Context: an optimization exercise on an open-source flow, tuned for small area, a short achievable clock period and few clock cycles. The choices shown serve that exercise and are no tape-out recipe.
At most, simulation tests tie the RTL to the original design; equivalence was not proved.
Power figures rest on the tool's default switching activity, not on a simulated workload.

v12:
Design pluto_rx, start of the top module:
module pluto_rx (
    input  wire        clk,
    input  wire        rst,
    input  wire        cmd_valid,
    output wire        cmd_ready,
    input  wire [7:0]  cmd,
    input  wire        in_valid,
    output wire        in_ready,
    input  wire [7:0]  in_data,
    input  wire [3:0]  in_nbits,
    input  wire        in_last,
    output reg         out_valid,
    output reg  [7:0]  out_byte,
    output reg         rsp_valid,
    output wire [3:0]  rsp_status,
    output reg  [2:0]  rsp_sub,
    output reg  [31:0] rsp_value
);
    localparam [1:0] OP_CRC = 2'd0, OP_DEC = 2'd1, OP_FIND = 2'd2, OP_ILL = 2'd3;
    localparam [1:0] ST_OK = 2'd0, ST_NONE = 2'd1, ST_ILLEGAL = 2'd2;
    localparam [31:0] MAX_LEN = 32'd50_000_000;
    function [31:0] crc_byte(input [31:0] c, input [7:0] d);
        integer k;
        reg [31:0] r;
        begin
            r = c ^ {24'd0, d};
            for (k = 0; k < 8; k = k + 1)
  ...
Settings: LEC_CHECK=0, ABC_AREA=1, CAP_MARGIN=20, CORE_MARGIN=2, CORE_UTILIZATION=55, CTS_CLUSTER_DIAMETER=90, CTS_CLUSTER_SIZE=24, SLEW_MARGIN=20; clock period 10.0 ns.
standard.sh (not shown) runs the stock make flow with config.mk's settings and CLKGATE_MAP_FILE= SYNTH_SCRIPT=/design/flow/synth_recipe.tcl, a recipe that flattens the netlist after the stock synthesis.
==> flow/flow/run.sh <==
#!/bin/bash
# The standard layout (standard.sh), with timing repair aimed at a 3.2 ns
# clock (setup margin 6.8 ns at the 10 ns constraint), plain buf_2 cells as
# the port buffers, and no separate adder-cell mapping in synthesis (ABC maps
# the adders with the rest of the logic). Full tool output is in standard.log.
set -e
bash standard.sh SETUP_SLACK_MARGIN=6.8 ADDER_MAP_FILE= \
    BUFFER_PORTS_ARGS="-buffer_cell sky130_fd_sc_hd__buf_2" finish > standard.log 2>&1
Testbench counts of v12, summed over its fixed seeds: cycles 38,315.
Input-level comparison between v22 and v12:
diff --git a/flow/design.v b/flow/design.v
--- a/flow/design.v
+++ b/flow/design.v
@@ -282,90 +282,95 @@
             end
         end
         C5n = (U5n == 24'hFFFFFF) ? {3'd0, 3'd7} : {ci, cv};
         s6  = t1_s[3*C6[5:3] +: 3];
         pi  = C6[5:3];
         pd  = sadd(s6, C6[2:0]);
         if (!t1_lv[pi]) pd = 3'd7;
     end
     reg        t2_cmd, t2_end, t2_bv;
     reg [1:0]  t2_op, t2_sub;
-    reg [2:0]  bestd;               
-    reg [14:0] bestoff;             
-    reg        stop;
+    reg [2:0]  t2_pd;
+    reg [14:0] t2_po;
+    reg        t2_stp;
     always @(posedge clk) begin
         if (rst) begin
             t2_cmd    <= 1'b0;
             t2_end    <= 1'b0;
             t2_bv     <= 1'b0;
             out_valid <= 1'b0;
         end else begin
             t2_cmd    <= t1_cmd;
             t2_end    <= t1_end;
             t2_bv     <= t1_beat & (t1_bv | emit);
             out_valid <= t1_beat & emit;
         end
         t2_op    <= t1_op;
         t2_sub   <= t1_sub;
         out_byte <= t1_dec ? B[15:8] : t1_x;
-        if (t2_cmd) begin
-            bestd <= 3'd7;
-            stop  <= 1'b0;
-        end else if (!stop) begin
-            if (pd < bestd) begin
-                bestd   <= pd;
-                bestoff <= {bc, pi};
-            end
-            if (pd <= 3'd2) stop <= 1'b1;
-        end
+        t2_pd    <= pd;
+        t2_po    <= {bc, pi};
+        t2_stp   <= (pd <= 3'd2);
         if (t1_cmd) begin
             cur  <= 7'd0;
             accn <= 3'd0;
         end else if (t1_beat) begin
             U1 <= t1_s; U2 <= U1; U3 <= U3n; U4 <= U3; C5 <= C5n; C6 <= C5;
             if (t1_dec) begin
                 cur  <= emit ? B[7:1] : B[15:9];
                 accn <= accn + k;
             end
         end
     end
     reg [31:0] crc;
+    reg [2:0]  bestd;               
+    reg [14:0] bestoff;             
+    reg        stop;
     reg        t3_end;
     reg [1:0]  t3_op, t3_sub;
-    reg         crcok;              
     wire [31:0] crc_n = crc_byte(crc, out_byte);
     always @(posedge clk) begin
         if (rst) t3_end <= 1'b0;
         else     t3_end <= t2_end;
         t3_op  <= t2_op;
         t3_sub <= t2_sub;
-        if (t2_cmd)     crc <= 32'hFFFF_FFFF;
-        else if (t2_bv) begin
-            crc   <= crc_n;
-            crcok <= (~crc_n == W[31:0]);
+        if (t2_cmd) begin
+            crc   <= 32'hFFFF_FFFF;
+            bestd <= 3'd7;
+            stop  <= 1'b0;
+        end else begin
+            if (t2_bv) crc <= crc_n;
+            if (!stop) begin
+                if (t2_pd < bestd) begin
+                    bestd   <= t2_pd;
+                    bestoff <= t2_po;
+                end
+                if (t2_stp) stop <= 1'b1;
+            end
         end
     end
     reg [1:0] st;
     assign rsp_status = {2'b00, st};
     wire [14:0] off = bestoff - 15'd135;
+    wire [31:0] crcrx = t1_beat ? W[39:8] : W[31:0];
     always @(posedge clk) begin
         if (rst) rsp_valid <= 1'b0;
         else     rsp_valid <= t3_end;
         case (t3_op)
         OP_CRC: begin
             st <= ST_OK; rsp_sub <= 3'd0; rsp_value <= ~crc;
         end
         OP_DEC: begin
             rsp_value <= 32'd0;
             if (t3_sub != 2'd0) begin
                 st <= ST_NONE; rsp_sub <= {1'b0, t3_sub};
-            end else if (!crcok) begin
+            end else if (~crc != crcrx) begin
                 st <= ST_NONE; rsp_sub <= 3'd6;
             end else begin
                 st <= ST_OK; rsp_sub <= 3'd0;
             end
         end
         OP_FIND: begin
             rsp_sub <= 3'd0;
             if (bestd != 3'd7) begin
                 st <= ST_OK; rsp_value <= {17'd0, off};
             end else begin
==> summary.txt <==
Run comparison: v22 capture point of the worst path cmd_ready; v12 capture point of the worst path out_byte[4]. v22 against v12: register-to-register slack went down; total power did not really move; area of the multi-input gates went up; met3 wirelength from detailed routing went down; share of the synthesized netlist area taken by xor and xnor gates went down. Relative to v12, the worst slack after detailed placement of v22 is higher by 430 ps. Higher area added between synthesis and finish goes to v22 over v12. Diff v22..v12 | worst hold slack after final layout | negligible. v22 packs its core tighter than v12.
Only the layout flow was run in v22; the RTL was not checked for function there.

-- re-timing with driven ports --
Ports are ideal in the flow. The routed layouts listed here were re-timed in OpenROAD.
Step 1 sets driving cells, clkbuf_16 on the clock port and buf_2 on the other inputs (assumed; they add their load-dependent delay and slew).
Step 2 times the ports against the registers' clock, not the clock port: input delays grow and output delays shrink by t, the midpoint of the rising clock arrivals with the driver on.
a / b / c = ideal / step 1 / step 2; a / b = the first two.
run | t, ns | setup WS [ns] | hold WS [ns] | worst register clock-pin slew, ns
v12 | 0.631 | 6.821 / 6.765 / 6.577 | 0.332 / 0.332 / 0.332 | 0.10 / 0.10
v22 | 0.633 | 6.842 / 6.782 / 6.653 | 0.332 / 0.332 / 0.332 | 0.10 / 0.10
After both steps setup and hold are still met in every run listed. The setup slack of v12, which loses most, moves by -0.056 ns with the drivers and by -0.244 ns with both steps.
